From an optimization exercise on the open Yosys and OpenROAD flow, aimed at small area; shortcuts taken in it are not production practice.
Function was checked by simulation only, so behaviour that the tests miss may differ from the original.
The clock cells of runs 1, 2 and 4 to 7 come from the design's own scripts or RTL, not from TritonCTS.
The flow treats the clock pin as an ideal source. Dropping or thinning the clock tree relies on that and would not hold on a real chip.
Power figures rest on the tool's default switching activity, not on a simulated workload.

==> flow/flow/run.sh <==
#!/bin/bash
# Standard ORFS layout with two changes:
#  - synthesis is synth_recipe.tcl unchanged except that Yosys's abc call uses
#    flow/abc_area.script (a stronger area-recovery script, no buffering/upsizing)
#    and full adders are not extracted before abc (ADDER_MAP_FILE empty), so abc
#    sees the whole combinational logic. Registers are untouched (abc runs
#    without -dff, after dfflibmap), so their names and cells are the standard ones.
#  - the port buffers are the smallest buffer cell (buf_1).
#  - the clock tree is built by flow/cts_hook.tcl: FLOW_CTS_K leaf buffers and one root.
set -euo pipefail
here=$(pwd)
{
  cat <<'TCL'
proc abc {args} {
  set i [lsearch $args -script]
  if {$i >= 0} { lset args [expr {$i + 1}] $::env(FLOW_ABC_SCRIPT) }
  set j [lsearch $args -D]
  if {$j >= 0} { set args [lreplace $args $j [expr {$j + 1}]] }
  puts "flow abc: $args"
  yosys abc {*}$args
}
TCL
  cat synth_recipe.tcl
} > flow_synth.tcl
FLOW_CTS_K=4 FLOW_CTS_LEAF=sky130_fd_sc_hd__clkbuf_16 FLOW_CTS_ROOT=sky130_fd_sc_hd__clkbuf_4
export FLOW_CTS_K FLOW_CTS_LEAF FLOW_CTS_ROOT
export FLOW_ABC_SCRIPT=$here/flow/abc_area.script
bash standard.sh SYNTH_SCRIPT=$here/flow_synth.tcl ADDER_MAP_FILE= \
  "BUFFER_PORTS_ARGS=-buffer_cell sky130_fd_sc_hd__buf_1" \
  PRE_CTS_TCL=$here/flow/cts_hook.tcl finish > flow_make.log 2>&1
==> flow/design.v <==
module mhz14a_decoder (
    input  wire        clk,
    input  wire [13:0] in_word,
    output wire [1:0]  st,
    output wire [3:0]  cnt,
    output wire [7:0]  buf0,
    output wire [7:0]  buf1,
    output wire [7:0]  buf2,
    output wire [7:0]  buf3,
    output wire [7:0]  buf4,
    output wire [7:0]  buf5,
    output wire [7:0]  buf6,
    output wire [7:0]  buf7,
    output wire [7:0]  buf8,
    output wire        pol,
    output wire [1:0]  err,
    output wire [7:0]  csa,
    output wire        ok,
    output wire        warn,
    output wire [15:0] conc,
    output wire        done,
    output wire        failed,
    output wire [7:0]  frame_csum,
    output wire        frame_ok,
    output wire [15:0] frame_conc,
    output wire        log_warn,
    output wire        log_err,
    output wire [7:0]  log_val
);
    wire [7:0] w_d = in_word[7:0];
    wire       w_v = in_word[8];
    wire       w_e = in_word[9];
    wire       w_s = in_word[10];
    wire       w_b = in_word[11];
    wire       w_i = in_word[12];
    wire       w_r = in_word[13];
    wire clr     = w_r | w_b;
    wire op_xerr = !clr && w_e;
    wire op_sent = !clr && !w_e && w_s;
    wire op_byte = !clr && !w_e && !w_s && w_v;
    reg [1:0] st_q;
    reg [3:0] cnt_q;
    reg [7:0] b0, b1, b2, b3, b4, b5, b6, b7, b8;
    reg       pol_q;
    reg [7:0] nsum_q;
    reg       ok_q;
    wire idle  = !st_q[1] && !st_q[0];
    wire await = !st_q[1] &&  st_q[0];
    wire cnt9  = cnt_q[3] && cnt_q[0];
    wire accept = op_byte && await;
    wire [7:0] we;
    assign we[0] = accept && !cnt_q[3] && cnt_q[2:0] == 3'd0;
    assign we[1] = accept && !cnt_q[3] && cnt_q[2:0] == 3'd1;
    assign we[2] = accept && !cnt_q[3] && cnt_q[2:0] == 3'd2;
    assign we[3] = accept && !cnt_q[3] && cnt_q[2:0] == 3'd3;
    assign we[4] = accept && !cnt_q[3] && cnt_q[2:0] == 3'd4;
    assign we[5] = accept && !cnt_q[3] && cnt_q[2:0] == 3'd5;
    assign we[6] = accept && !cnt_q[3] && cnt_q[2:0] == 3'd6;
    assign we[7] = accept && !cnt_q[3] && cnt_q[2:0] == 3'd7;
    wire complete = accept && cnt_q[3];
    wire [7:0] checksum = nsum_q;
    wire cmp_ok = (w_d == checksum);
    assign frame_csum = checksum;
    assign frame_ok   = cnt9 ? ok_q : (checksum == 8'd0);
    assign frame_conc = {b2, b3};
    assign log_warn = complete && !cmp_ok &&  pol_q;
    assign log_err  = complete && !cmp_ok && !pol_q;
    assign log_val  = {8{complete && !cmp_ok}} & checksum;
    wire sum_en = we[1] | we[2] | we[3] | we[4] | we[5] | we[6];
    wire [7:0] nsum_nx = nsum_q - ({8{sum_en}} & w_d);
    always @(posedge clk) begin
        b0 <= ({8{!clr}} & b0) | ({8{we[0]}} & w_d);
        b1 <= ({8{!clr}} & b1) | ({8{we[1]}} & w_d);
        b2 <= ({8{!clr}} & b2) | ({8{we[2]}} & w_d);
        b3 <= ({8{!clr}} & b3) | ({8{we[3]}} & w_d);
        b4 <= ({8{!clr}} & b4) | ({8{we[4]}} & w_d);
        b5 <= ({8{!clr}} & b5) | ({8{we[5]}} & w_d);
        b6 <= ({8{!clr}} & b6) | ({8{we[6]}} & w_d);
        b7 <= ({8{!clr}} & b7) | ({8{we[7]}} & w_d);
        b8 <= ({8{!clr}} & b8) | ({8{complete}} & w_d);
        nsum_q <= {8{!clr}} & nsum_nx;
        pol_q  <= clr ? (!w_r && w_i) : pol_q;
        ok_q   <= cnt9 ? ok_q : cmp_ok;
        if (clr)
            cnt_q <= 4'd0;
        else if (accept)
            cnt_q <= cnt_q + 4'd1;
        if (clr)
            st_q <= 2'b00;
        else if (op_xerr) begin
            if (!st_q[1])
                st_q <= 2'b11;
        end else if (op_sent) begin
            if (idle)
                st_q <= 2'b01;
        end else if (complete)
            st_q <= {1'b1, !(cmp_ok || pol_q)};
    end
    wire is_done   =  st_q[1] && !st_q[0];
    wire is_failed =  st_q[1] &&  st_q[0];
    assign st     = st_q;
    assign cnt    = cnt_q;
    assign buf0   = b0;
    assign buf1   = b1;
    assign buf2   = b2;
    assign buf3   = b3;
    assign buf4   = b4;
    assign buf5   = b5;
    assign buf6   = b6;
    assign buf7   = b7;
    assign buf8   = b8;
    assign pol    = pol_q;
    assign err    = {is_failed && cnt9, is_failed && !cnt9};
    assign csa    = {8{cnt9}} & checksum;
    assign ok     = cnt9 && ok_q;
    assign warn   = is_done && !ok_q;
    assign conc   = {16{is_done}} & {b2, b3};
    assign done   = is_done;
    assign failed = is_failed;
endmodule
==> flow/config.mk <==
export PLATFORM = sky130hd
export DESIGN_NAME = mhz14a_decoder
export DESIGN_NICKNAME = mhz14a_decoder
export VERILOG_FILES = /design/flow/design.v
export SDC_FILE = /design/flow/constraint.sdc
export NUM_CORES = 4
export LEC_CHECK = 0
export ABC_AREA = 1
export CAP_MARGIN = 20
export CORE_MARGIN = 2
export CORE_UTILIZATION = 60
export SLEW_MARGIN = 20
==> flow/constraint.sdc <==
create_clock -name core_clock -period 10.0 [get_ports {clk}]
set_input_delay 2.0000 -clock core_clock [delete_from_list [all_inputs] [get_ports {clk}]]
set_output_delay 2.0000 -clock core_clock [all_outputs]
set_load 0.01 [all_outputs]
==> flow/flow/cts_hook.tcl <==
# PRE_CTS hook: a small hand-built clock tree replaces TritonCTS's H-tree
# (root, 8 clkbuf_8 leaves and dummy loads) for this ~90-register design.
# The register clock pins are split into CTS_K groups by k-means on their
# placed locations; each group gets one leaf buffer at its centroid, and one
# root buffer at the centroid of the leaves drives them. cts.tcl then
# legalises the buffers and continues as usual.
rename clock_tree_synthesis orfs_clock_tree_synthesis_unused
proc clock_tree_synthesis {args} {
  set K 4
  set leaf_cell sky130_fd_sc_hd__clkbuf_8
  set root_cell sky130_fd_sc_hd__clkbuf_8
  if {[info exists ::env(FLOW_CTS_K)]} { set K $::env(FLOW_CTS_K) }
  if {[info exists ::env(FLOW_CTS_LEAF)]} { set leaf_cell $::env(FLOW_CTS_LEAF) }
  if {[info exists ::env(FLOW_CTS_ROOT)]} { set root_cell $::env(FLOW_CTS_ROOT) }
  set block [ord::get_db_block]
  set dbu [$block getDbUnitsPerMicron]
  set net [$block findNet clk]
  set pins {}
  foreach it [$net getITerms] {
    set bb [[$it getInst] getBBox]
    lappend pins [list [$it getInst] [$it getMTerm] \
      [expr {([$bb xMin] + [$bb xMax]) / 2.0 / $dbu}] \
      [expr {([$bb yMin] + [$bb yMax]) / 2.0 / $dbu}]]
  }
  set n [llength $pins]
  # k-means, seeded with pins spread along the sorted x+y order
  set sorted [lsort -real -index 2 $pins]
  set cx {}
  set cy {}
  for {set k 0} {$k < $K} {incr k} {
    set p [lindex $sorted [expr {int(($k + 0.5) * $n / $K)}]]
    lappend cx [lindex $p 2]
    lappend cy [lindex $p 3]
  }
  for {set iter 0} {$iter < 50} {incr iter} {
    set assign {}
    foreach p $pins {
      set best 0
      set bd 1e30
      for {set k 0} {$k < $K} {incr k} {
        set d [expr {pow([lindex $p 2] - [lindex $cx $k], 2) + pow([lindex $p 3] - [lindex $cy $k], 2)}]
        if {$d < $bd} { set bd $d; set best $k }
      }
      lappend assign $best
    }
    set nx {}
    set ny {}
    for {set k 0} {$k < $K} {incr k} {
      set sx 0.0; set sy 0.0; set c 0
      foreach p $pins a $assign {
        if {$a == $k} { set sx [expr {$sx + [lindex $p 2]}]; set sy [expr {$sy + [lindex $p 3]}]; incr c }
      }
      if {$c > 0} { lappend nx [expr {$sx / $c}]; lappend ny [expr {$sy / $c}] } else { lappend nx [lindex $cx $k]; lappend ny [lindex $cy $k] }
    }
    set cx $nx
    set cy $ny
  }
  set lx 0.0
  set ly 0.0
  set used 0
  for {set k 0} {$k < $K} {incr k} {
    set loads {}
    foreach p $pins a $assign {
      if {$a == $k} { lappend loads [get_pins [[lindex $p 0] getName]/[[lindex $p 1] getName]] }
    }
    if {[llength $loads] == 0} { continue }
    puts "clock leaf $k: [llength $loads] sinks at ([lindex $cx $k], [lindex $cy $k])"
    insert_buffer -buffer_cell $leaf_cell -net clk -load_pins $loads \
      -location [list [lindex $cx $k] [lindex $cy $k]] -buffer_name clkleaf_$k -net_name clkleaf_net_$k
    set lx [expr {$lx + [lindex $cx $k]}]
    set ly [expr {$ly + [lindex $cy $k]}]
    incr used
  }
  insert_buffer -buffer_cell $root_cell -net clk \
    -location [list [expr {$lx / $used}] [expr {$ly / $used}]] -buffer_name clkroot -net_name clkroot_net
  foreach i [$block getInsts] {
    if {[string match clkleaf_* [$i getName]] || [string match clkroot* [$i getName]]} {
      foreach it [$i getITerms] {
        set nn [$it getNet]
        if {$nn != "NULL" && [$it isOutputSignal]} { $nn setSigType CLOCK }
      }
    }
  }
  [$block findNet clk] setSigType CLOCK
}
==> flow/standard.sh <==
#!/bin/bash
# synth_recipe.tcl (not shown) runs the flow's synth.tcl, then flattens the netlist and writes it again
# the make line also repeats each setting of config.mk as NAME=value (left out here)
make -C /OpenROAD-flow-scripts/flow DESIGN_CONFIG=/design/flow/config.mk WORK_HOME=/design/flow/orfs CLKGATE_MAP_FILE= SYNTH_SCRIPT=/design/flow/synth_recipe.tcl "${@:-finish}"
==> flow/flow/abc_area.script <==
strash
ifraig
dc2
dch -f
map -a
mfs2
strash
dc2
dch -f
map -a
mfs2
strash
dch -f
map -a
topo
==> reports/results.ini, run 1 <==
[power]
power.share.sequential_pct = 63.8
p_comb_share_pct = 4.2
worst_ir_drop_vdd_mv = 0.125
power_switching_share_pct = 21.9
power.share.clock_pct = 32.0
switching_power_w = 0.000121
p_int_w = 0.000433
power_density_nw_per_um2 = 138
cellLeakagePower_nw = 1.34

[global_routing]
grt_max_degree = 69
grt_overflow_total = 0
antenna_found_initial = 0
global_route.usage.total_pct = 26.9
grt_first_pass_wirelength_mm = 13.6
first_global_vias = 2837

[routing]
drt_pass1_iterations = 4
vias = 3377
detail_route.wirelength.met1_mm = 3.92
drc = 0
drt-total-wl_mm = 8.75
via_density_per_instance = 5.18
violation_count_after_the_first_detailed_route_iteration = 167
wire_per_inst_um = 13.4
drt_antenna_net_count = 0
topRoutingLayerUsed = met4
wl_met2_mm = 4.13
wl_met3_um = 532

[yosys]
ys_seq_area_share_pct = 53.4
ys_ff_latch = 88
syn_avg_cell_area_um2 = 7.73
synthCells = 432
ys_top_cells_by_area = sky130_fd_sc_hd__dfxtp_1 52%, sky130_fd_sc_hd__o21ai_0 10%, sky130_fd_sc_hd__nand2_1 8.4%, sky130_fd_sc_hd__nor2_1 7.4%, sky130_fd_sc_hd__clkinv_1 6.4%
netlist_area_um2 = 3340
number_of_synthesis_warnings = 1
adder_cell_fraction_of_synth_area_pct = 0
post_synth_xor_area_fraction_pct = 0.262
dominant_combinational_cell_family_by_area_after_synthesis = simple AND/OR/NAND/NOR gates
synth_top_cell_by_area = sky130_fd_sc_hd__dfxtp_1
synth_cell_types = 19
multiplexer_area_fraction_after_synthesis_pct = 0
netlist.area_leader.share_pct = 51.6
fraction_of_the_mapped_netlist_area_in_simple_logic_gates_pct = 19.0
synth_compound_gate_area_share_pct = 17.3
syn_nets = 447

[setup_path]
crit-reg2reg-launch = st_q[0]
timing.critical_path.to_type = output port
cp.arrival_ns = 4.39
setup.worst_path.start_class = input pin
worstPathRequired_ns = 8.00
crit_fanout = 68
worst_setup_startpoint = in_word[13]
setup.worst_path.class = input pin to output port

[die]
fp.dieW_um = 78.6
initial_core_util_pct = 61.4
die_height_um = 78.6
fp.coreArea_um2 = 5440
floorplan.io_pins = 159
die-area_um2 = 6180
placement_rows = 27

[final_layout]
area_added_between_synthesis_and_finish_pct = 20.5
total_non_filler_cell_area_in_the_finished_layout_um2 = 4020
layout-drive-gt1-share_pct = 1.55
diodes = 0
finalNonFillerCells = 652
nNetsFinal = 597

[sta]
relative_slew_slack_pct = 57.4
fin_tns_setup_ns = 0
skew_ns = 0.0290
final_worst_slack_ns = 3.61
finalWorstPathRequiredPeriod_ns = 6.39
final_max_slew_violation_count = 0
final_min_period_over_clock_period_pct = 63.9
hold_viol = 0
setup_viol = 0
worstMarginPinSlew_ns = 0.640
finalHoldWorstSlack_ns = 0.464
fmax_mhz = 157
grt_setup_unrepaired = no

[clock_network]
cts_hold_repair.buffers = 0
cts_resized = 0
clk_latency_ns = 0.42
path_clk_slew_ns = 0.09
postCtsSetupBuffers = 0

[placed_design]
dpl.hpwl_mm = 6.16
place_ws_ns = 3.62
post_dp_cell_area_um2 = 3920
routability_cong = 0.887
port-buffer-count = 158
dp_cells = 647

[hold_path]
worstHoldPathType = flip-flop to flip-flop
worstHoldStart = b1[4]

[run]
drv.max_cap_violation_count = 0

[status]
outcome = finished clean

==> metrics by stage <==
stage          power (W)  utilization, %
6_report        0.000554            74.0
5_1_grt         0.000569            74.0
3_3_place_gp    0.000385            72.0
3_5_place_dp    0.000385            72.0
4_1_cts         0.000525            74.0
2_1_floorplan   0.000374               -
==> cells in the final DEF, fill, tap and decap left out, types with 2 or more instances in the layout <==
cell | netlist | final
sky130_fd_sc_hd__a21oi_1 | 19 | 19
sky130_fd_sc_hd__buf_1 | 0 | 158
sky130_fd_sc_hd__clkbuf_16 | 0 | 4
sky130_fd_sc_hd__clkinv_1 | 57 | 57
sky130_fd_sc_hd__dfxtp_1 | 86 | 86
sky130_fd_sc_hd__edfxtp_1 | 2 | 2
sky130_fd_sc_hd__nand2_1 | 75 | 75
sky130_fd_sc_hd__nand3_1 | 7 | 7
sky130_fd_sc_hd__nor2_1 | 66 | 65
sky130_fd_sc_hd__nor3_1 | 8 | 8
sky130_fd_sc_hd__nor4_1 | 3 | 3
sky130_fd_sc_hd__o21ai_0 | 70 | 70
sky130_fd_sc_hd__o22ai_1 | 16 | 16
==> routing by layer <==
metal  track usage (%)  vias up
li1                  -     1705
met3              2.18       16
met2              47.2      126
met4              4.91        0
met1              36.6     1530
met5                 0        -
==> flip-flops by register name (all words and copies together) (netlist names) <==
| register | cells |
|---|---|
| b0 | 8 |
| b1 | 8 |
| b2 | 8 |
| b3 | 8 |
| b4 | 8 |
| b5 | 8 |
| b6 | 8 |
| b7 | 8 |
| b8 | 8 |
| nsum_q | 8 |
| cnt_q | 4 |
| st_q | 2 |
| ok_q | 1 |
| pol_q | 1 |
==> cell usage after synthesis (all sizes together) <==
library cell and number:
a22oi 1, o21ai 70, a31o 1, a21oi 19
nand4 1, nand3 7, o221ai 1, or2 1
clkinv 57, edfxtp 2, xnor2 1, dfxtp 86
a211oi 1, nor3 8, nand2 75, nor4 3
nor2 66, o22ai 16, buf 16
==> area by class of cell, without the clock buffers <==
class                      count  area [um2]
fill                         469        1420
inverter                      57         214
multi-input combinational    271        1230
sequential                    88        1780
tap                           72        90.1
timing repair buffer         159         601
==> power by group through the flow <==
stage | logic (W) | registers [W] | clock network [W]
after floorplan | 0.0000119 | 0.000362 | 0
after global placement | 0.0000229 | 0.000362 | 0
after detailed placement | 0.0000231 | 0.000362 | 0
after CTS | 0.0000232 | 0.000362 | 0.000140
after global routing | 0.0000255 | 0.000354 | 0.000190
final | 0.0000233 | 0.000354 | 0.000178
==> critical path, stage by stage <==
cell,delay [ns]
sky130_fd_sc_hd__buf_1,0.11
sky130_fd_sc_hd__nor2_4,0.10
sky130_fd_sc_hd__buf_4,0.51
sky130_fd_sc_hd__nand3_1,0.15
sky130_fd_sc_hd__nor4_1,0.40
sky130_fd_sc_hd__nand2_1,0.32
sky130_fd_sc_hd__or2_2,0.47
sky130_fd_sc_hd__nor2_1,0.13
sky130_fd_sc_hd__buf_1,0.17
==> logic make-up after synthesis <==
logic type / Yosys count
buf+inv: 73
compound gates: 109
flops: 88
xor+xnor: 1
simple gates: 161
==> worst paths after layout <==
path / endpoint / slack, ns / cells past startpoint
worst max-delay path: log_val[0] / 3.61 / 9
worst min-delay path: b1[4] / 0.46 / 2
worst max register to register: nsum_q[7] / 5.99 / 28
worst min register to register: b1[4] / 0.46 / 2
==> run 2: changes to the inputs <==
--- a/flow/flow/run.sh
+++ b/flow/flow/run.sh
@@ -23,5 +23,5 @@
   cat synth_recipe.tcl
 } > flow_synth.tcl
-FLOW_CTS_K=4 FLOW_CTS_LEAF=sky130_fd_sc_hd__clkbuf_16 FLOW_CTS_ROOT=sky130_fd_sc_hd__clkbuf_4
+FLOW_CTS_K=5 FLOW_CTS_LEAF=sky130_fd_sc_hd__clkbuf_8 FLOW_CTS_ROOT=sky130_fd_sc_hd__clkbuf_4
 export FLOW_CTS_K FLOW_CTS_LEAF FLOW_CTS_ROOT
 export FLOW_ABC_SCRIPT=$here/flow/abc_area.script
==> reports/results.ini, run 2 <==
[yosys]
ys_seq_area_share_pct = 53.4
async_flop_share_pct = 0
yosys.cell_count.top_type = sky130_fd_sc_hd__dfxtp_1
synth_compound_gate_area_share_pct = 17.3
netlist.area_leader.share_pct = 51.6
fraction_of_the_mapped_netlist_area_in_simple_logic_gates_pct = 19.0
adder_cell_fraction_of_synth_area_pct = 0
synth_top_cell_by_area = sky130_fd_sc_hd__dfxtp_1
number_of_enable_flip_flop_cells_after_synthesis = 2
syn_avg_cell_area_um2 = 7.73
post_synth_xor_area_fraction_pct = 0.262
netlist_area_um2 = 3340
synth_commonest_cells = 86 x sky130_fd_sc_hd__dfxtp_1, 75 x sky130_fd_sc_hd__nand2_1, 70 x sky130_fd_sc_hd__o21ai_0
synth_ff_type = sky130_fd_sc_hd__dfxtp_1
multiplexer_area_fraction_after_synthesis_pct = 0
synth_cell_types = 19
synthCells = 432
ys_top_cells_by_area = sky130_fd_sc_hd__dfxtp_1 52%, sky130_fd_sc_hd__o21ai_0 10%, sky130_fd_sc_hd__nand2_1 8.4%, sky130_fd_sc_hd__nor2_1 7.4%, sky130_fd_sc_hd__clkinv_1 6.4%
ys_ff_latch = 88
number_of_synthesis_warnings = 1
syn_nets = 447
dominant_combinational_cell_family_by_area_after_synthesis = simple AND/OR/NAND/NOR gates

[routing]
wire_per_inst_um = 13.3
drt_antenna_net_count = 0
via_density_per_instance = 5.12
drt_pass1_iterations = 4
violation_count_after_the_first_detailed_route_iteration = 186
drc = 0
drt-total-wl_mm = 8.69
vias = 3346

[power]
switching_power_w = 0.000118
p_int_w = 0.000407
power_switching_share_pct = 22.4
p_comb_share_pct = 4.4
cellLeakagePower_nw = 1.33
power_density_nw_per_um2 = 132
worst_ir_drop_vdd_mv = 0.115
power.share.clock_pct = 28.3
power.share.sequential_pct = 67.3

[placed_design]
routability_cong = 0.887
dpl.hpwl_mm = 6.16
post_dp_cell_area_um2 = 3920
port-buffer-count = 158
dp_cells = 647

[clock_network]
clk_latency_ns = 0.40
path_clk_slew_ns = 0.11
postCtsSetupBuffers = 0
cts_resized = 0
cts_hold_repair.buffers = 0

[die]
die-area_um2 = 6180
floorplan.io_pins = 159
placement_rows = 27
die_height_um = 78.6
fp.coreArea_um2 = 5440
initial_core_util_pct = 61.4
fp.dieW_um = 78.6

[setup_path]
timing.critical_path.to_type = output port
setup.worst_path.start_class = input pin
worstPathRequired_ns = 8.00
setup.worst_path.class = input pin to output port
crit_fanout = 68
cp.arrival_ns = 4.39

[status]
outcome = finished clean

[run]
drv.max_cap_violation_count = 0

[sta]
final_min_period_over_clock_period_pct = 63.9
setup_viol = 0
worstMarginPinSlew_ns = 0.641
skew_ns = 0.0294
fin_tns_setup_ns = 0
grt_setup_unrepaired = no
finalWorstPathRequiredPeriod_ns = 6.39
relative_slew_slack_pct = 57.3
hold_viol = 0
fmax_mhz = 156
final_max_slew_violation_count = 0

[global_routing]
grt_max_degree = 69
first_global_vias = 2809
grt_first_pass_wirelength_mm = 13.6
global_route.usage.total_pct = 26.8
grt_overflow_total = 0
antenna_found_initial = 0

[final_layout]
diodes = 0
layout.cells.most_common = sky130_fd_sc_hd__buf_1
area_added_between_synthesis_and_finish_pct = 19.6
layout-drive-gt1-share_pct = 1.72
finalNonFillerCells = 653
layout_common_cells = 158 x sky130_fd_sc_hd__buf_1, 86 x sky130_fd_sc_hd__dfxtp_1, 75 x sky130_fd_sc_hd__nand2_1
total_non_filler_cell_area_in_the_finished_layout_um2 = 3990
nNetsFinal = 598

[hold_path]
worstHoldPathType = flip-flop to flip-flop

-- run 2: cell counts after synthesis --
Identical to the previous run, type by type.
-- run 2: worst paths after layout --
kind	from	to	slack, ns	cells past startpoint
min reg2reg	b1[5]	b1[5]	0.47	2
min	b1[5]	b1[5]	0.47	2
max	in_word[13]	log_val[0]	3.61	9
max reg2reg	st_q[0]	nsum_q[7]	5.95	28
-- run 2: routing by layer --
metal / vias up / global-route usage (%) / part of all wire, %
met5: - / 0 / 0
met1: 1503 / 37.8 / 44
met3: 13 / 2.18 / 6.6
li1: 1699 / - / -
met2: 131 / 45.7 / 48
met4: 0 / 4.56 / 1.5
-- run 2: final cells by class, without the clock buffers --
type,count,area [um2]
sequential,88,1780
inverter,57,214
timing repair buffer,159,601
tap,72,90.1
fill,474,1450
multi-input combinational,271,1230
-- run 2: cells by family (layout without fill, tap and decap cells) --
kind of cell              Yosys count  in the layout
buffers and inverters              73            222
xor gates and xnor gates            1              1
AOI/OAI and AO/OA                 109            109
DFF                                88             88
and+or+nand+nor                   161            161
-- run 2: power groups by stage --
stage	combinational, W	sequential (W)	clock (W)
6_report	0.0000230	0.000354	0.000149
5_1_grt	0.0000256	0.000354	0.000164
4_1_cts	0.0000232	0.000362	0.000111
3_5_place_dp	0.0000231	0.000362	0
3_3_place_gp	0.0000229	0.000362	0
2_1_floorplan	0.0000119	0.000362	0
-- run 2: critical path: stages --
cell and delay, ns:
sky130_fd_sc_hd__buf_1 0.11, sky130_fd_sc_hd__nor2_4 0.10, sky130_fd_sc_hd__buf_4 0.52, sky130_fd_sc_hd__nand3_1 0.15, sky130_fd_sc_hd__nor4_1 0.40, sky130_fd_sc_hd__nand2_1 0.32
sky130_fd_sc_hd__or2_2 0.47, sky130_fd_sc_hd__nor2_1 0.13, sky130_fd_sc_hd__buf_1 0.17
-- run 2: stage by stage --
| step | hold WS, ns | total power (W) | util (%) | setup WS, ns |
|---|---|---|---|---|
| floorplan | 0.496 | 0.000374 | - | 2.63 |
| global placement | 0.439 | 0.000385 | 72.0 | 3.67 |
| detailed placement | 0.445 | 0.000385 | 72.0 | 3.62 |
| CTS | 0.445 | 0.000495 | 73.4 | 3.60 |
| global route | 0.495 | 0.000543 | 73.4 | 3.32 |
| finish | 0.468 | 0.000525 | 73.4 | 3.61 |
==> run 3: changes to the inputs <==
--- a/flow/flow/run.sh
+++ b/flow/flow/run.sh
@@ -23,5 +23,5 @@
   cat synth_recipe.tcl
 } > flow_synth.tcl
-FLOW_CTS_K=5 FLOW_CTS_LEAF=sky130_fd_sc_hd__clkbuf_8 FLOW_CTS_ROOT=sky130_fd_sc_hd__clkbuf_4
+FLOW_CTS_K=4 FLOW_CTS_LEAF=sky130_fd_sc_hd__clkbuf_8 FLOW_CTS_ROOT=sky130_fd_sc_hd__clkbuf_4
 export FLOW_CTS_K FLOW_CTS_LEAF FLOW_CTS_ROOT
 export FLOW_ABC_SCRIPT=$here/flow/abc_area.script
--- a/flow/config.mk
+++ b/flow/config.mk
@@ -9,4 +9,5 @@
 export CAP_MARGIN = 20
 export CORE_MARGIN = 2
-export CORE_UTILIZATION = 60
+export CORE_UTILIZATION = 80
+export PLACE_DENSITY = 0.85
 export SLEW_MARGIN = 20
==> reports/results.ini, run 3 <==
[die]
placement_rows = 23
initial_core_util_pct = 83.5
floorplan.io_pins = 159
fp.dieW_um = 68.6
die_height_um = 68.6

[placed_design]
port-buffer-count = 158

[status]
stop_error = [ERROR GPL-0301] Utilization 105.836 % exceeds 100%.
outcome.stop_stage = global placement
outcome = did not finish

[yosys]
number_of_synthesis_warnings = 1
synth_ff_type = sky130_fd_sc_hd__dfxtp_1
syn_avg_cell_area_um2 = 7.73
synth_top_cell_by_area = sky130_fd_sc_hd__dfxtp_1
yosys.cell_count.top_type = sky130_fd_sc_hd__dfxtp_1
syn_nets = 447
netlist.area_leader.share_pct = 51.6
synth_cell_types = 19
synth_commonest_cells = 86 x sky130_fd_sc_hd__dfxtp_1, 75 x sky130_fd_sc_hd__nand2_1, 70 x sky130_fd_sc_hd__o21ai_0
netlist_area_um2 = 3340
ys_top_cells_by_area = sky130_fd_sc_hd__dfxtp_1 52%, sky130_fd_sc_hd__o21ai_0 10%, sky130_fd_sc_hd__nand2_1 8.4%, sky130_fd_sc_hd__nor2_1 7.4%, sky130_fd_sc_hd__clkinv_1 6.4%
ys_seq_area_share_pct = 53.4
number_of_enable_flip_flop_cells_after_synthesis = 2
ys_ff_latch = 88
synthCells = 432
async_flop_share_pct = 0

==> run 3: cell families after synthesis <==
family	Yosys count	share of synthesized area (%)
flip-flops	88	53.4
AND/OR/NAND/NOR	161	19.0
AO/OA/AOI/OAI	109	17.3
buffers and inverters	73	10.0
XOR/XNOR	1	0.262
==> run 4: changes to the inputs <==
==> flow/flow/run.sh (replaced) <==
#!/bin/bash
# Standard ORFS layout with three changes:
#  - synthesis is synth_recipe.tcl unchanged except that Yosys's abc call uses
#    flow/abc_area.script (area-oriented, no buffering/upsizing) and full adders
#    are not extracted before abc (ADDER_MAP_FILE empty), so abc sees the whole
#    combinational logic. Registers are untouched (abc runs without -dff, after
#    dfflibmap), so their names and cells are the standard synthesis's.
#  - the port buffers are the smallest buffer cell (buf_1).
#  - the clock tree is built by flow/cts_hook.tcl (a PRE_CTS hook): one root
#    buffer and a few leaf buffers, sized to keep register clock-pin slew low.
# make's output goes to flow_make.log; each ORFS step logs to orfs/logs/.
set -euo pipefail
here=$(pwd)
{
  cat <<'TCL'
proc abc {args} {
  set i [lsearch $args -script]
  if {$i >= 0} { lset args [expr {$i + 1}] $::env(FLOW_ABC_SCRIPT) }
  set j [lsearch $args -D]
  if {$j >= 0} { set args [lreplace $args $j [expr {$j + 1}]] }
  puts "flow abc: $args"
  yosys abc {*}$args
}
TCL
  cat synth_recipe.tcl
} > flow_synth.tcl
export FLOW_ABC_SCRIPT=$here/flow/abc_area.script
export FLOW_CTS_HOOK=$here/flow/cts_hook.tcl
bash standard.sh SYNTH_SCRIPT=$here/flow_synth.tcl ADDER_MAP_FILE= \
  "BUFFER_PORTS_ARGS=-buffer_cell sky130_fd_sc_hd__buf_1" \
  PRE_CTS_TCL=$here/flow/cts_hook.tcl finish > flow_make.log 2>&1
==> flow/flow/abc_area.script (replaced) <==
strash
&get -n
&deepsyn -T 60
&put
dch -f
map -a
mfs2
strash
&get -n
&deepsyn -T 60
&put
dch -f
map -a
topo
==> flow/flow/cts_eval.tcl (new file) <==
# Evaluate one clock tree candidate (FLOW_CTS_EVAL = "K leaf_cell") on the
# placed design: build it and print the worst register clock-pin slew.
read_liberty $::env(PLATFORM_DIR)/lib/sky130_fd_sc_hd__tt_025C_1v80.lib
read_db $::env(RESULTS_DIR)/3_place.odb
read_sdc $::env(RESULTS_DIR)/3_place.sdc
source $::env(PLATFORM_DIR)/setRC.tcl
source $::env(FLOW_CTS_HOOK)
set_propagated_clock [all_clocks]
lassign $::env(FLOW_CTS_EVAL) K leaf
flow_cts_apply $K $leaf
puts "FLOW_CTS_SLEW_RESULT [flow_cts_max_slew]"
==> flow/flow/cts_hook.tcl (replaced) <==
# PRE_CTS hook: a small hand-built clock tree replaces TritonCTS's H-tree
# (a root, 8 clkbuf_8 leaves and dummy loads) for this ~90-register design.
# The register clock pins are split into K groups by k-means on their placed
# locations; each group gets one leaf buffer at its centroid, and one root
# buffer at the centroid of the leaves drives the leaves. Candidate trees
# (K, leaf cell) are tried from the smallest total buffer area up, and the
# first whose worst register clock-pin slew (placement parasitics) is at most
# FLOW_CTS_SLEW ns is kept. cts.tcl then legalises the buffers and continues.
set ::flow_cts_dir [file dirname [file normalize [info script]]]
if {[info commands orfs_clock_tree_synthesis_unused] == ""} {
  rename clock_tree_synthesis orfs_clock_tree_synthesis_unused
}

proc flow_cts_kmeans {pins K} {
  set n [llength $pins]
  set sorted [lsort -real -index 2 $pins]
  set cx {}
  set cy {}
  for {set k 0} {$k < $K} {incr k} {
    set p [lindex $sorted [expr {int(($k + 0.5) * $n / $K)}]]
    lappend cx [lindex $p 2]
    lappend cy [lindex $p 3]
  }
  set assign {}
  for {set iter 0} {$iter < 50} {incr iter} {
    # balanced assignment: nearest centre first, at most cap pins per group
    set cap [expr {int(ceil(1.1 * $n / $K))}]
    set pairs {}
    set i 0
    foreach p $pins {
      for {set k 0} {$k < $K} {incr k} {
        lappend pairs [list [expr {pow([lindex $p 2] - [lindex $cx $k], 2) + pow([lindex $p 3] - [lindex $cy $k], 2)}] $i $k]
      }
      incr i
    }
    set assign [lrepeat $n -1]
    set fill [lrepeat $K 0]
    foreach pr [lsort -real -index 0 $pairs] {
      lassign $pr d i k
      if {[lindex $assign $i] >= 0 || [lindex $fill $k] >= $cap} { continue }
      lset assign $i $k
      lset fill $k [expr {[lindex $fill $k] + 1}]
    }
    set nx {}
    set ny {}
    for {set k 0} {$k < $K} {incr k} {
      set sx 0.0; set sy 0.0; set c 0
      foreach p $pins a $assign {
        if {$a == $k} { set sx [expr {$sx + [lindex $p 2]}]; set sy [expr {$sy + [lindex $p 3]}]; incr c }
      }
      if {$c > 0} {
        lappend nx [expr {$sx / $c}]; lappend ny [expr {$sy / $c}]
      } else {
        lappend nx [lindex $cx $k]; lappend ny [lindex $cy $k]
      }
    }
    set cx $nx
    set cy $ny
  }
  return [list $assign $cx $cy]
}

proc flow_cts_max_slew {} {
  estimate_parasitics -placement
  set mx 0.0
  foreach p [get_pins */CLK] {
    foreach k {slew_max_rise slew_max_fall} {
      set s [get_property $p $k]
      if {$s > $mx} { set mx $s }
    }
  }
  return $mx
}

# Build a tree; returns the list of buffer instances it made.
proc flow_cts_build {pins K leaf_cell root_cell tag} {
  set block [ord::get_db_block]
  lassign [flow_cts_kmeans $pins $K] assign cx cy
  set lx 0.0
  set ly 0.0
  set used 0
  for {set k 0} {$k < $K} {incr k} {
    set loads {}
    foreach p $pins a $assign {
      if {$a == $k} { lappend loads [get_pins [[lindex $p 0] getName]/[[lindex $p 1] getName]] }
    }
    if {[llength $loads] == 0} { continue }
    insert_buffer -buffer_cell $leaf_cell -net clk -load_pins $loads \
      -location [list [lindex $cx $k] [lindex $cy $k]] \
      -buffer_name clkleaf${tag}_$k -net_name clkleaf${tag}_net_$k
    set lx [expr {$lx + [lindex $cx $k]}]
    set ly [expr {$ly + [lindex $cy $k]}]
    incr used
  }
  insert_buffer -buffer_cell $root_cell -net clk \
    -location [list [expr {$lx / $used}] [expr {$ly / $used}]] \
    -buffer_name clkroot$tag -net_name clkroot${tag}_net
  set made {}
  foreach i [$block getInsts] {
    if {[string match clkleaf${tag}_* [$i getName]] || [string match clkroot${tag}* [$i getName]]} {
      lappend made $i
    }
  }
  return $made
}

proc flow_cts_pins {} {
  set block [ord::get_db_block]
  set dbu [$block getDbUnitsPerMicron]
  set pins {}
  foreach it [[$block findNet clk] getITerms] {
    set bb [[$it getInst] getBBox]
    lappend pins [list [$it getInst] [$it getMTerm] \
      [expr {([$bb xMin] + [$bb xMax]) / 2.0 / $dbu}] \
      [expr {([$bb yMin] + [$bb yMax]) / 2.0 / $dbu}]]
  }
  return $pins
}

proc flow_cts_apply {K leaf} {
  set made [flow_cts_build [flow_cts_pins] $K $leaf sky130_fd_sc_hd__clkbuf_4 ""]
  foreach i $made {
    foreach it [$i getITerms] {
      set nn [$it getNet]
      if {$nn != "NULL" && [$it isOutputSignal]} { $nn setSigType CLOCK }
    }
  }
  [[ord::get_db_block] findNet clk] setSigType CLOCK
}

# Each candidate is tried in a separate OpenROAD run on the placed design
# (flow/cts_eval.tcl); the first within the slew target is applied here.
proc clock_tree_synthesis {args} {
  set target 0.110
  if {[info exists ::env(FLOW_CTS_SLEW)]} { set target $::env(FLOW_CTS_SLEW) }
  set cands {}
  foreach leaf {sky130_fd_sc_hd__clkbuf_8 sky130_fd_sc_hd__clkbuf_16} {
    set a [[[ord::get_db] findMaster $leaf] getWidth]
    for {set K 2} {$K <= 12} {incr K} { lappend cands [list [expr {$K * $a}] $K $leaf] }
  }
  set cands [lsort -integer -index 0 $cands]
  foreach c $cands {
    lassign $c cost K leaf
    set ::env(FLOW_CTS_EVAL) "$K $leaf"
    set out [exec openroad -no_init -exit $::flow_cts_dir/cts_eval.tcl 2>@1]
    set s 1e9
    regexp {FLOW_CTS_SLEW_RESULT ([0-9.eE+-]+)} $out -> s
    puts "clock tree candidate: $K x $leaf, worst clock-pin slew $s ns"
    if {$s <= $target} {
      flow_cts_apply $K $leaf
      puts "clock tree: kept $K x $leaf"
      return
    }
  }
  error "no clock tree candidate met the slew target"
}
--- a/flow/config.mk
+++ b/flow/config.mk
@@ -9,5 +9,4 @@
 export CAP_MARGIN = 20
 export CORE_MARGIN = 2
-export CORE_UTILIZATION = 80
-export PLACE_DENSITY = 0.85
+export CORE_UTILIZATION = 60
 export SLEW_MARGIN = 20
==> reports/results.ini, run 4 <==
[global_routing]
antenna_found_initial = 0
global_route.usage.total_pct = 27.6
grt_max_degree = 60
grt_first_pass_wirelength_mm = 13.8
grt_overflow_total = 0
first_global_vias = 2856

[routing]
drt_pass1_iterations = 5
wire_per_inst_um = 14.2
via_density_per_instance = 5.24
drc = 0
violation_count_after_the_first_detailed_route_iteration = 196
vias = 3267
drt-total-wl_mm = 8.87
drt_antenna_net_count = 0

[final_layout]
register_area_um2 = 1780
layout-drive-gt1-share_pct = 2.17
nNetsFinal = 571
multiInputGateArea_um2 = 1190
area_added_between_synthesis_and_finish_pct = 20.3
layout_common_cells = 158 x sky130_fd_sc_hd__buf_1, 86 x sky130_fd_sc_hd__dfxtp_1, 71 x sky130_fd_sc_hd__nand2_1
diodes = 0
total_non_filler_cell_area_in_the_finished_layout_um2 = 3950
utilization_pct = 75.9
nFillCells = 432
layout.cells.most_common = sky130_fd_sc_hd__buf_1

[power]
power.share.clock_pct = 29.3
worst_ir_drop_vdd_mv = 0.0967
p_comb_share_pct = 6.0
power_switching_share_pct = 23.3
switching_power_w = 0.000128
p_int_w = 0.000421
power_density_nw_per_um2 = 139
power.share.sequential_pct = 64.7
cellLeakagePower_nw = 1.28

[sta]
fmax_mhz = 138
skew_ns = 0.0229
setup_viol = 0
grt_setup_unrepaired = no
finalWorstPathRequiredPeriod_ns = 7.24
worstMarginPinSlew_ns = 0.570
relative_slew_slack_pct = 62.0
hold_viol = 0
final_max_slew_violation_count = 0
final_min_period_over_clock_period_pct = 72.4
fin_tns_setup_ns = 0

[clock_network]
clk_latency_ns = 0.42
cts_hold_repair.buffers = 0
cts_resized = 0
path_clk_slew_ns = 0.08
postCtsSetupBuffers = 0

[yosys]
ys_seq_area_share_pct = 54.3
yosys.cell_count.top_type = sky130_fd_sc_hd__dfxtp_1
ys_ff_latch = 88
synth_ff_type = sky130_fd_sc_hd__dfxtp_1
synth_cell_types = 19
async_flop_share_pct = 0
number_of_enable_flip_flop_cells_after_synthesis = 2
synth_commonest_cells = 86 x sky130_fd_sc_hd__dfxtp_1, 71 x sky130_fd_sc_hd__nand2_1, 66 x sky130_fd_sc_hd__o21ai_0
number_of_synthesis_warnings = 1
ys_top_cells_by_area = sky130_fd_sc_hd__dfxtp_1 52%, sky130_fd_sc_hd__o21ai_0 10%, sky130_fd_sc_hd__nand2_1 8.1%, sky130_fd_sc_hd__nor2_1 6.3%, sky130_fd_sc_hd__clkinv_1 5.9%
synth_top_cell_by_area = sky130_fd_sc_hd__dfxtp_1
syn_avg_cell_area_um2 = 8.13
synthCells = 404
netlist.area_leader.share_pct = 52.4
netlist_area_um2 = 3280
syn_nets = 419

[die]
placement_rows = 26
fp.dieW_um = 78.0
die-area_um2 = 6080
initial_core_util_pct = 63.1
floorplan.io_pins = 159
die_height_um = 78.0
fp.coreArea_um2 = 5200

[run]
drv.max_cap_violation_count = 0

[setup_path]
crit_fanout = 59
critical-path-top-delay-family = buffers and inverters
cp.arrival_ns = 5.24
worst_r2r_endpoint = nsum_q[7]
r2r_setup_slack_ns = 7.21
timing.critical_path.slowest_cell_delay_ns = 0.63
setup.worst_path.class = input pin to output port
worst_setup_startpoint = in_word[13]
crit-reg2reg-launch = st_q[0]
setup.worst_path.start_class = input pin
worstPathRequired_ns = 8.00
timing.critical_path.to_type = output port
reg2regPathDepth = 12
worstPathCellList = buf_1 > nor2_4 > buf_4 > clkinv_1 > a211oi_1 > nand2_1 > nor2_1 > clkinv_1 > nor2_1 > clkinv_1 > nor2_1 > buf_1
crit_path_top_delay_cell = sky130_fd_sc_hd__clkinv_1
critPathBufInv = 6

[placed_design]
post_dp_cell_area_um2 = 3860
routability_cong = 0.845
port-buffer-count = 158
dpl.hpwl_mm = 6.28

[hold_path]
worstHoldStart = b1[2]
worst_hold_path.endpoint = b1[2]
hold_depth = 2
worstHoldPathType = flip-flop to flip-flop

[status]
outcome = finished clean

==> run 4: changes by cell type after synthesis, moves of 2 or more <==
cell                       change
sky130_fd_sc_hd__a21oi_1      -16
sky130_fd_sc_hd__o21a_1        +2
sky130_fd_sc_hd__nor2_1       -11
sky130_fd_sc_hd__o22ai_1       +7
sky130_fd_sc_hd__nand4_1       +4
sky130_fd_sc_hd__and2_2        +2
sky130_fd_sc_hd__o21ai_0       -4
sky130_fd_sc_hd__nor3_1        -5
sky130_fd_sc_hd__xnor2_1       +7
sky130_fd_sc_hd__nand3_1       -6
sky130_fd_sc_hd__nand2_1       -4
sky130_fd_sc_hd__xor2_1        +5
sky130_fd_sc_hd__clkinv_1      -5
==> run 4: power groups by stage <==
stage / combinational, W / sequential [W] / clock (W)
2_1_floorplan: 0.0000191 / 0.000363 / 0
3_3_place_gp: 0.0000320 / 0.000363 / 0
3_5_place_dp: 0.0000324 / 0.000363 / 0
4_1_cts: 0.0000327 / 0.000363 / 0.000121
5_1_grt: 0.0000361 / 0.000355 / 0.000174
6_report: 0.0000331 / 0.000355 / 0.000161
==> run 4: worst max path at each step <==
stage               endpoint  slack, ns  depth (start not counted)
detailed placement   log_err       2.87                         12
CTS                  log_err       2.84                         12
floorplan            log_err       1.77                          9
finish               log_err       2.76                         12
global placement     log_err       2.97                         12
global route         log_err       2.44                         12
==> run 4: metrics by stage <==
| stage | hold WS (ns) | setup WS (ns) | cells | total power, W |
|---|---|---|---|---|
| 2_1_floorplan | 0.496 | 1.77 | 404 | 0.000383 |
| 6_report | 0.466 | 2.76 | 624 | 0.000549 |
| 3_3_place_gp | 0.438 | 2.97 | 617 | 0.000395 |
| 3_5_place_dp | 0.447 | 2.87 | 617 | 0.000395 |
| 4_1_cts | 0.447 | 2.84 | 624 | 0.000516 |
| 5_1_grt | 0.495 | 2.44 | 624 | 0.000565 |
==> run 4: cells by family (layout without fill, tap and decap cells) <==
group                     Yosys count  after routing  synth area share [%]
AOI/OAI and AO/OA                  96             96                  15.9
xor gates and xnor gates           13             13                  3.47
buffers and inverters              68            218                  9.60
DFF                                88             88                  54.3
and+or+nand+nor                   139            139                  16.8
==> run 4: routing by layer <==
metal  vias to the layer above  track usage (%)  part of all wire, %
met4                         0             3.86                  1.4
met1                      1486             36.4                   41
met3                        10             3.02                  9.0
li1                       1606                -                    -
met2                       165             49.9                   49
met5                         -                0                    0
==> run 4: final cells by class, without the clock buffers <==
class	instances	share of cell area (%)
inverters	52	4.94
multi-input cells	248	30.2
flip-flops and latches	88	45.1
well taps	70	2.22
repair buffers	159	15.2
==> run 4: worst min-delay path, cell delays in order (launching register included) <==
cell and delay, ns:
sky130_fd_sc_hd__dfxtp_1 0.33, sky130_fd_sc_hd__nand2_1 0.05, sky130_fd_sc_hd__o21ai_0 0.06
==> run 5: changes to the inputs <==
--- a/flow/flow/cts_hook.tcl
+++ b/flow/flow/cts_hook.tcl
@@ -143,5 +143,9 @@
     lassign $c cost K leaf
     set ::env(FLOW_CTS_EVAL) "$K $leaf"
-    set out [exec openroad -no_init -exit $::flow_cts_dir/cts_eval.tcl 2>@1]
+    set log $::env(LOG_DIR)/4_0_cts_eval_${K}_$leaf.log
+    exec openroad -no_init -exit $::flow_cts_dir/cts_eval.tcl >& $log
+    set f [open $log]
+    set out [read $f]
+    close $f
     set s 1e9
     regexp {FLOW_CTS_SLEW_RESULT ([0-9.eE+-]+)} $out -> s
==> reports/results.ini, run 5 <==
[die]
fp.coreArea_um2 = 5200
fp.dieW_um = 78.0
die_height_um = 78.0
floorplan.io_pins = 159
die-area_um2 = 6080
placement_rows = 26
initial_core_util_pct = 63.1

[yosys]
syn_avg_cell_area_um2 = 8.13
netlist_area_um2 = 3280
synth_top_cell_by_area = sky130_fd_sc_hd__dfxtp_1
async_flop_share_pct = 0
number_of_synthesis_warnings = 1
syn_nets = 419
netlist.area_leader.share_pct = 52.4
synth_commonest_cells = 86 x sky130_fd_sc_hd__dfxtp_1, 71 x sky130_fd_sc_hd__nand2_1, 66 x sky130_fd_sc_hd__o21ai_0
ys_top_cells_by_area = sky130_fd_sc_hd__dfxtp_1 52%, sky130_fd_sc_hd__o21ai_0 10%, sky130_fd_sc_hd__nand2_1 8.1%, sky130_fd_sc_hd__nor2_1 6.3%, sky130_fd_sc_hd__clkinv_1 5.9%
number_of_enable_flip_flop_cells_after_synthesis = 2
ys_ff_latch = 88
synth_cell_types = 19
synth_ff_type = sky130_fd_sc_hd__dfxtp_1
yosys.cell_count.top_type = sky130_fd_sc_hd__dfxtp_1
synthCells = 404
ys_seq_area_share_pct = 54.3

[run]
drv.max_cap_violation_count = 0

[global_routing]
grt_max_degree = 60
grt_overflow_total = 0
global_route.usage.total_pct = 27.6
antenna_found_initial = 0
first_global_vias = 2856
grt_first_pass_wirelength_mm = 13.8

[sta]
final_max_slew_violation_count = 0
hold_viol = 0
worstMarginPinSlew_ns = 0.570
fmax_mhz = 138
final_min_period_over_clock_period_pct = 72.4
grt_setup_unrepaired = no
finalWorstPathRequiredPeriod_ns = 7.24
setup_viol = 0
skew_ns = 0.0229
finalHoldWorstSlack_ns = 0.466
fin_tns_setup_ns = 0
relative_slew_slack_pct = 62.0

[final_layout]
layout-drive-gt1-share_pct = 2.17
diodes = 0
layout.cells.most_common = sky130_fd_sc_hd__buf_1
nNetsFinal = 571
multiInputGateArea_um2 = 1190
total_non_filler_cell_area_in_the_finished_layout_um2 = 3950
finalNonFillerCells = 624
nFillCells = 432
register_area_um2 = 1780
layout_common_cells = 158 x sky130_fd_sc_hd__buf_1, 86 x sky130_fd_sc_hd__dfxtp_1, 71 x sky130_fd_sc_hd__nand2_1
area_added_between_synthesis_and_finish_pct = 20.3

[clock_network]
clk_latency_ns = 0.42
postCtsSetupBuffers = 0
cts_hold_repair.buffers = 0
cts_resized = 0
path_clk_slew_ns = 0.08

[hold_path]
worstHoldStart = b1[2]
worstHoldPathType = flip-flop to flip-flop

[routing]
violation_count_after_the_first_detailed_route_iteration = 196
vias = 3267
drt-total-wl_mm = 8.87
via_density_per_instance = 5.24
drt_pass1_iterations = 5
wire_per_inst_um = 14.2
drc = 0
drt_antenna_net_count = 0

[power]
worst_ir_drop_vdd_mv = 0.0967
power_w = 0.000549
cellLeakagePower_nw = 1.28
power_density_nw_per_um2 = 139

[setup_path]
crit_fanout = 59
worstPathCellList = buf_1 > nor2_4 > buf_4 > clkinv_1 > a211oi_1 > nand2_1 > nor2_1 > clkinv_1 > nor2_1 > clkinv_1 > nor2_1 > buf_1
setup.worst_path.start_class = input pin
worst_setup_startpoint = in_word[13]
crit-reg2reg-launch = st_q[0]
timing.critical_path.to_type = output port
worstPathRequired_ns = 8.00
setup.worst_path.class = input pin to output port
crit_path_top_delay_cell = sky130_fd_sc_hd__clkinv_1
cp.arrival_ns = 5.24
timing.critical_path.slowest_cell_delay_ns = 0.63

[placed_design]
dpl.hpwl_mm = 6.28
dp_cells = 617
routability_cong = 0.845
post_dp_cell_area_um2 = 3860
port-buffer-count = 158

[status]
outcome = finished clean

==> run 5: cell counts in the layout (fill, tap and decap cells not counted) <==
Identical to the previous run, type by type.
==> run 5: cells by family after synthesis <==
group	share of synthesized area, %
compound gates	15.9
xor+xnor	3.47
buf+inv	9.60
flops	54.3
simple gates	16.8
==> run 5: report_power, final <==
group          switching (W)  internal (W)  leakage [nW]
clock               0.000102     0.0000584        0.0477
sequential        0.00000170      0.000353         0.716
combinational      0.0000240    0.00000911         0.520
total               0.000128      0.000421          1.28
==> run 5: cell type report, without the clock buffers <==
| cell class | count | area share, % |
|---|---|---|
| Sequential cell | 88 | 45.1 |
| Tap cell | 70 | 2.22 |
| Inverter | 52 | 4.94 |
| Timing Repair Buffer | 159 | 15.2 |
| Multi-Input combinational cell | 248 | 30.2 |
==> run 5: final timing paths <==
path                             endpoint  cells after the start  slack, ns
worst min-delay path                b1[2]                      2       0.47
worst max register to register  nsum_q[7]                     12       7.21
worst min register to register      b1[2]                      2       0.47
worst max-delay path              log_err                     12       2.76
==> run 5: layer usage <==
| layer | global-route usage, % | vias up | wire, um |
|---|---|---|---|
| met4 | 3.86 | 0 | 125 |
| met1 | 36.4 | 1486 | 3610 |
| li1 | - | 1606 | - |
| met2 | 49.9 | 165 | 4340 |
| met5 | 0 | - | 0 |
| met3 | 3.02 | 10 | 798 |
==> run 5: through the flow <==
stage / util [%] / setup WS (ns)
after floorplan: - / 1.77
after detailed placement: 74.1 / 2.87
final: 75.9 / 2.76
after global placement: 74.1 / 2.97
after global routing: 75.9 / 2.44
after CTS: 75.9 / 2.84
==> run 5: critical path: cells and delay by family <==
family                 cells  cell delay [ns]
buffers and inverters      6             1.90
AOI/OAI and AO/OA          1             0.45
and+or+nand+nor            5             0.86
==> run 6: changes to the inputs <==
--- a/flow/flow/cts_hook.tcl
+++ b/flow/flow/cts_hook.tcl
@@ -135,5 +135,5 @@
   if {[info exists ::env(FLOW_CTS_SLEW)]} { set target $::env(FLOW_CTS_SLEW) }
   set cands {}
-  foreach leaf {sky130_fd_sc_hd__clkbuf_8 sky130_fd_sc_hd__clkbuf_16} {
+  foreach leaf {sky130_fd_sc_hd__clkbuf_8 sky130_fd_sc_hd__clkbuf_16 sky130_fd_sc_hd__buf_6 sky130_fd_sc_hd__buf_8 sky130_fd_sc_hd__buf_12} {
     set a [[[ord::get_db] findMaster $leaf] getWidth]
     for {set K 2} {$K <= 12} {incr K} { lappend cands [list [expr {$K * $a}] $K $leaf] }
==> reports/results.ini, run 6 <==
[global_routing]
first_global_vias = 2861
grt_overflow_total = 0
global_route.usage.total_pct = 27.6
antenna_found_initial = 0
grt_first_pass_wirelength_mm = 13.8
grt_max_degree = 60

[run]
drv.max_cap_violation_count = 0

[yosys]
ys_ff_latch = 88
synth_top_cell_by_area = sky130_fd_sc_hd__dfxtp_1
syn_nets = 419
synthCells = 404
synth_cell_types = 19
netlist.area_leader.share_pct = 52.4
ys_top_cells_by_area = sky130_fd_sc_hd__dfxtp_1 52%, sky130_fd_sc_hd__o21ai_0 10%, sky130_fd_sc_hd__nand2_1 8.1%, sky130_fd_sc_hd__nor2_1 6.3%, sky130_fd_sc_hd__clkinv_1 5.9%
ys_seq_area_share_pct = 54.3
number_of_enable_flip_flop_cells_after_synthesis = 2
synth_ff_type = sky130_fd_sc_hd__dfxtp_1
syn_avg_cell_area_um2 = 8.13
async_flop_share_pct = 0
number_of_synthesis_warnings = 1
yosys.cell_count.top_type = sky130_fd_sc_hd__dfxtp_1
netlist_area_um2 = 3280
synth_commonest_cells = 86 x sky130_fd_sc_hd__dfxtp_1, 71 x sky130_fd_sc_hd__nand2_1, 66 x sky130_fd_sc_hd__o21ai_0

[sta]
fin_tns_setup_ns = 0
final_worst_slack_ns = 2.75
setup_viol = 0
grt_setup_unrepaired = no
final_min_period_over_clock_period_pct = 72.5
finalHoldWorstSlack_ns = 0.466
worstMarginPinSlew_ns = 0.580
relative_slew_slack_pct = 61.3
finalWorstPathRequiredPeriod_ns = 7.25
fmax_mhz = 138
hold_viol = 0
final_max_slew_violation_count = 0
skew_ns = 0.0269

[placed_design]
place_ws_ns = 2.87
port-buffer-count = 158
dpl.hpwl_mm = 6.28
routability_cong = 0.845

[power]
power_density_nw_per_um2 = 138
cellLeakagePower_nw = 1.28
power_w = 0.000541
worst_ir_drop_vdd_mv = 0.123

[setup_path]
worstPathCellList = buf_1 > nor2_4 > buf_4 > clkinv_1 > a211oi_1 > nand2_1 > nor2_1 > clkinv_1 > nor2_1 > clkinv_1 > nor2_1 > buf_1
crit-reg2reg-launch = st_q[0]
crit_path_top_delay_cell = sky130_fd_sc_hd__clkinv_1
worstPathRequired_ns = 8.00
reg2regPathDepth = 12
setup.worst_path.start_class = input pin
setup.worst_path.class = input pin to output port
timing.critical_path.slowest_cell_delay_ns = 0.64
worst_r2r_endpoint = nsum_q[7]
cp.arrival_ns = 5.25
timing.critical_path.to_type = output port
r2r_setup_slack_ns = 7.18
crit_fanout = 59

[die]
fp.dieW_um = 78.0
fp.coreArea_um2 = 5200
placement_rows = 26
die_height_um = 78.0
initial_core_util_pct = 63.1
die-area_um2 = 6080
floorplan.io_pins = 159

[clock_network]
cts_resized = 0
clk_latency_ns = 0.39
postCtsSetupBuffers = 0
path_clk_slew_ns = 0.09
cts_hold_repair.buffers = 0

[routing]
vias = 3293
via_density_per_instance = 5.28
drt-total-wl_mm = 8.88
violation_count_after_the_first_detailed_route_iteration = 223
drt_pass1_iterations = 6
wire_per_inst_um = 14.2
drc = 0
drt_antenna_net_count = 0

[status]
outcome = finished clean

[final_layout]
layout_common_cells = 158 x sky130_fd_sc_hd__buf_1, 86 x sky130_fd_sc_hd__dfxtp_1, 71 x sky130_fd_sc_hd__nand2_1
layout.cells.most_common = sky130_fd_sc_hd__buf_1
nNetsFinal = 571
area_added_between_synthesis_and_finish_pct = 19.8
diodes = 0
layout-drive-gt1-share_pct = 2.17
nFillCells = 435

[hold_path]
hold_depth = 2
worst_hold_path.endpoint = b6[1]
worstHoldStart = b6[1]
worstHoldPathType = flip-flop to flip-flop

## run 6: cell counts after synthesis
Identical to the previous run, type by type.
## run 6: logic make-up after synthesis
logic type	Yosys count	share of synthesized area (%)
xor+xnor	13	3.47
flops	88	54.3
buf+inv	68	9.60
compound gates	96	15.9
simple gates	139	16.8
## run 6: cell type report, without the clock buffers
cell class | instances | area [um2] | share of cell area, %
flip-flops and latches | 88 | 1780 | 45.3
multi-input cells | 248 | 1190 | 30.3
repair buffers | 159 | 601 | 15.3
inverters | 52 | 195 | 4.96
well taps | 70 | 87.6 | 2.23
## run 6: how the worst max path moves through the flow
| stage | from | endpoint | slack (ns) | cells after the start |
|---|---|---|---|---|
| 2_1_floorplan | in_word[11] | log_err | 1.77 | 9 |
| 3_5_place_dp | in_word[13] | log_err | 2.87 | 12 |
| 6_report | in_word[13] | log_err | 2.75 | 12 |
| 5_1_grt | in_word[13] | log_err | 2.44 | 12 |
| 3_3_place_gp | in_word[13] | log_err | 2.97 | 12 |
| 4_1_cts | in_word[13] | log_err | 2.84 | 12 |
## run 6: critical path: cells and delay by family
| family | cells | cell delay (ns) |
|---|---|---|
| buffers and inverters | 6 | 1.92 |
| AND/OR/NAND/NOR | 5 | 0.85 |
| AO/OA/AOI/OAI | 1 | 0.45 |
## run 6: report_power, final
| group | switching [W] | internal [W] | total [W] |
|---|---|---|---|
| clock | 0.000102 | 0.0000510 | 0.000153 |
| sequential | 0.00000170 | 0.000353 | 0.000355 |
| combinational | 0.0000239 | 0.00000911 | 0.0000330 |
## run 6: metal layers
metal	routed length, um	track usage, %
met1	3620	36.4
met2	4360	49.9
met3	755	2.91
met4	143	3.86
met5	0	0
## run 6: through the flow
step / utilization, % / cell area, um2 / std cells
floorplan: - / 3280 / 404
global placement: 74.1 / 3860 / 617
detailed placement: 74.1 / 3860 / 617
CTS: 75.6 / 3930 / 624
global route: 75.6 / 3930 / 624
finish: 75.6 / 3930 / 624
==> run 7: changes to the inputs <==
--- a/flow/design.v
+++ b/flow/design.v
@@ -39,12 +39,11 @@
     wire op_sent = !clr && !w_e && w_s;
     wire op_byte = !clr && !w_e && !w_s && w_v;
-    reg [1:0] st_q;
+    reg [1:0] s_q;
     reg [3:0] cnt_q;
     reg [7:0] b0, b1, b2, b3, b4, b5, b6, b7, b8;
     reg       pol_q;
     reg [7:0] nsum_q;
-    reg       ok_q;
-    wire idle  = !st_q[1] && !st_q[0];
-    wire await = !st_q[1] &&  st_q[0];
+    wire idle  = !s_q[1] && !s_q[0];
+    wire await = !s_q[1] &&  s_q[0];
     wire cnt9  = cnt_q[3] && cnt_q[0];
     wire accept = op_byte && await;
@@ -62,5 +61,5 @@
     wire cmp_ok = (w_d == checksum);
     assign frame_csum = checksum;
-    assign frame_ok   = cnt9 ? ok_q : (checksum == 8'd0);
+    assign frame_ok   = cnt9 ? s_q[0] : (checksum == 8'd0);
     assign frame_conc = {b2, b3};
     assign log_warn = complete && !cmp_ok &&  pol_q;
@@ -81,23 +80,26 @@
         nsum_q <= {8{!clr}} & nsum_nx;
         pol_q  <= clr ? (!w_r && w_i) : pol_q;
-        ok_q   <= cnt9 ? ok_q : cmp_ok;
         if (clr)
             cnt_q <= 4'd0;
         else if (accept)
-            cnt_q <= cnt_q + 4'd1;
+            cnt_q <= {cnt_q[3] | (&cnt_q[2:0]), cnt_q[2] ^ (&cnt_q[1:0]),
+                      cnt_q[1] ^ cnt_q[0], !cnt_q[0]};
         if (clr)
-            st_q <= 2'b00;
+            s_q <= 2'b00;
         else if (op_xerr) begin
-            if (!st_q[1])
-                st_q <= 2'b11;
+            if (!s_q[1])
+                s_q <= 2'b11;
         end else if (op_sent) begin
             if (idle)
-                st_q <= 2'b01;
+                s_q <= 2'b01;
         end else if (complete)
-            st_q <= {1'b1, !(cmp_ok || pol_q)};
+            s_q <= {1'b1, cmp_ok};
     end
-    wire is_done   =  st_q[1] && !st_q[0];
-    wire is_failed =  st_q[1] &&  st_q[0];
-    assign st     = st_q;
+    wire ok_c      = cnt9 && s_q[0];
+    wire csum_bad  = cnt9 && !(s_q[0] || pol_q);
+    wire [1:0] st_c = {s_q[1], cnt9 ? !(s_q[0] || pol_q) : s_q[0]};
+    wire is_done   = cnt9 && (s_q[0] || pol_q);
+    wire is_failed = csum_bad || (!cnt9 && s_q[1]);
+    assign st     = st_c;
     assign cnt    = cnt_q;
     assign buf0   = b0;
@@ -111,8 +113,8 @@
     assign buf8   = b8;
     assign pol    = pol_q;
-    assign err    = {is_failed && cnt9, is_failed && !cnt9};
+    assign err    = {csum_bad, !cnt9 && s_q[1]};
     assign csa    = {8{cnt9}} & checksum;
-    assign ok     = cnt9 && ok_q;
-    assign warn   = is_done && !ok_q;
+    assign ok     = ok_c;
+    assign warn   = cnt9 && pol_q && !s_q[0];
     assign conc   = {16{is_done}} & {b2, b3};
     assign done   = is_done;
--- a/flow/config.mk
+++ b/flow/config.mk
@@ -9,4 +9,4 @@
 export CAP_MARGIN = 20
 export CORE_MARGIN = 2
-export CORE_UTILIZATION = 60
+export CORE_UTILIZATION = 70
 export SLEW_MARGIN = 20
==> reports/results.ini, run 7 <==
[status]
outcome = finished clean

[power]
worst_ir_drop_vdd_mv = 0.127
power_w = 0.000532
cellLeakagePower_nw = 1.28
power_density_nw_per_um2 = 136

[setup_path]
setup.worst_path.start_class = input pin
setup.worst_path.class = input pin to output port
worstPathCellList = buf_1 > nor2_4 > buf_4 > clkinv_1 > a21oi_1 > nand3_1 > nor2_1 > nand2_1 > nor2_1 > buf_1
critPathBufInv = 4
timing.critical_path.to_type = output port
crit-reg2reg-launch = nsum_q[1]
crit_fanout = 61
worst_setup_startpoint = in_word[11]
critical-path-top-delay-family = buffers and inverters
crit_path_top_delay_cell = sky130_fd_sc_hd__clkinv_1
cp.arrival_ns = 4.74
worstPathRequired_ns = 8.00
timing.critical_path.slowest_cell_delay_ns = 0.67

[yosys]
syn_nets = 434
syn_avg_cell_area_um2 = 7.89
dominant_combinational_cell_family_by_area_after_synthesis = simple AND/OR/NAND/NOR gates
ys_top_cells_by_area = sky130_fd_sc_hd__dfxtp_1 52%, sky130_fd_sc_hd__o21ai_0 9.7%, sky130_fd_sc_hd__nand2_1 7.5%, sky130_fd_sc_hd__nor2_1 7.3%, sky130_fd_sc_hd__clkinv_1 6.9%
async_flop_share_pct = 0
multiplexer_area_fraction_after_synthesis_pct = 0
synth_cell_types = 25
synthCells = 419
synth_ff_type = sky130_fd_sc_hd__dfxtp_1
yosys.cell_count.top_type = sky130_fd_sc_hd__dfxtp_1
post_synth_xor_area_fraction_pct = 1.59
synth_compound_gate_area_share_pct = 16.4
fraction_of_the_mapped_netlist_area_in_simple_logic_gates_pct = 18.0
number_of_synthesis_warnings = 1
synth_top_cell_by_area = sky130_fd_sc_hd__dfxtp_1
ys_seq_area_share_pct = 53.0
ys_ff_latch = 87
netlist_area_um2 = 3310
number_of_enable_flip_flop_cells_after_synthesis = 1
synth_commonest_cells = 86 x sky130_fd_sc_hd__dfxtp_1, 66 x sky130_fd_sc_hd__nand2_1, 64 x sky130_fd_sc_hd__nor2_1, 64 x sky130_fd_sc_hd__o21ai_0, 61 x sky130_fd_sc_hd__clkinv_1
adder_cell_fraction_of_synth_area_pct = 0
netlist.area_leader.share_pct = 52.1

[sta]
relative_slew_slack_pct = 52.3
hold_viol = 0
final_max_slew_violation_count = 0
final_min_period_over_clock_period_pct = 67.4
fmax_mhz = 148
fin_tns_setup_ns = 0
skew_ns = 0.0175
finalWorstPathRequiredPeriod_ns = 6.74
setup_viol = 0
worstMarginPinSlew_ns = 0.711
final_worst_slack_ns = 3.26
grt_setup_unrepaired = no

[global_routing]
grt_max_degree = 62
grt_first_pass_wirelength_mm = 13.0
global_route.usage.total_pct = 30.5
grt_overflow_total = 0
first_global_vias = 2860
antenna_found_initial = 0

[routing]
vias = 3383
violation_count_after_the_first_detailed_route_iteration = 199
drt-total-wl_mm = 8.64
drt_pass1_iterations = 5
wire_per_inst_um = 13.9
drc = 0
drt_antenna_net_count = 0
via_density_per_instance = 5.45

[placed_design]
dpl.hpwl_mm = 6.18
dp_cells = 614
place_ws_ns = 3.28
port-buffer-count = 158
routability_cong = 0.891

[die]
placement_rows = 25
initial_core_util_pct = 71.4
fp.coreArea_um2 = 4630
fp.dieW_um = 72.7
floorplan.io_pins = 159
die-area_um2 = 5290
die_height_um = 72.7

[final_layout]
finalNonFillerCells = 621
diodes = 0
layout-drive-gt1-share_pct = 2.29
nNetsFinal = 584
layout_common_cells = 158 x sky130_fd_sc_hd__buf_1, 86 x sky130_fd_sc_hd__dfxtp_1, 66 x sky130_fd_sc_hd__nand2_1
area_added_between_synthesis_and_finish_pct = 18.6
layout.cells.most_common = sky130_fd_sc_hd__buf_1

[clock_network]
cts_hold_repair.buffers = 0
path_clk_slew_ns = 0.10
postCtsSetupBuffers = 0
cts_resized = 0
clk_latency_ns = 0.39

[hold_path]
worstHoldStart = b7[7]
worstHoldPathType = flip-flop to flip-flop

[run]
drv.max_cap_violation_count = 0

==> run 7: changes by cell type after synthesis, sizes merged, moves of 3 or more <==
cell	change
nand2	-5
o22ai	-5
a21oi	+6
xnor2	-4
clkinv	+9
nor2	+9
xor2	-3
==> run 7: power breakdown <==
part | internal, W | total [W] | switching (W)
Combinational | 0.00000761 | 0.0000289 | 0.0000213
Clock | 0.0000510 | 0.000153 | 0.000102
Sequential | 0.000349 | 0.000350 | 0.00000158
==> run 7: routing by layer <==
metal	GRT usage [%]	vias up	wire (um)
met5	0	-	0
met4	9.05	0	155
met3	4.01	17	699
met2	54.8	157	4270
met1	38.0	1565	3520
li1	-	1644	-
==> run 7: layout make-up, without the clock buffers <==
cell class / instances / area (um2)
flip-flops and latches: 87 / 1750
multi-input cells: 253 / 1200
fillers: 329 / 707
repair buffers: 159 / 601
inverters: 61 / 229
well taps: 54 / 67.6
==> run 7: worst paths after layout <==
| path | cells after the start | end | slack (ns) |
|---|---|---|---|
| min | 2 | b7[7] | 0.47 |
| max reg2reg | 19 | nsum_q[7] | 7.21 |
| min reg2reg | 2 | b7[7] | 0.47 |
| max | 10 | log_val[5] | 3.26 |
==> run 7: logic make-up (layout without fill, tap and decap cells) <==
| group | after synthesis | after routing |
|---|---|---|
| AO/OA/AOI/OAI | 99 | 99 |
| AND/OR/NAND/NOR | 148 | 148 |
| XOR/XNOR | 6 | 6 |
| buffers and inverters | 79 | 227 |
| flip-flops | 87 | 87 |
==> run 7: worst reg2reg max path, delay by kind of cell, from the launching register on <==
family | cells | cell delay, ns
and+or+nand+nor | 10 | 1.28
AOI/OAI and AO/OA | 6 | 0.72
DFF | 1 | 0.41
buffers and inverters | 3 | 0.27
==> run 7: through the flow <==
stage               util, %  hold slack, ns  area, um2
floorplan                 -           0.494       3310
global placement       83.1           0.438       3850
CTS                    84.7           0.445       3920
finish                 84.7           0.467       3920
detailed placement     83.1           0.444       3850
global route           84.7           0.500       3920

## static timing again, ports no longer ideal
How much do the figures lean on ideal ports? The routed layouts below were timed once more, with nothing changed but the port constraints.
Step 1 assumes that a clkbuf_16 drives the clock port and a buf_2 every other input.
Step 2 also shifts input and output timing later by t, the mid clock arrival at the registers, as if the neighbouring blocks saw the same clock.
Slacks: ideal ports / drivers / drivers and shift; pairs: ideal ports / drivers.
run | t (ns) | setup WS [ns]
run 1 | 0.432 | 3.614 / 3.589 / 3.589
run 2 | 0.411 | 3.605 / 3.578 / 3.578
run 4 | 0.435 | 2.763 / 2.737 / 2.737
run 5 | 0.435 | 2.763 / 2.737 / 2.737
run 6 | 0.408 | 2.755 / 2.729 / 2.729
run 7 | 0.406 | 3.258 / 3.239 / 3.239
After both steps every run listed still meets setup and hold.
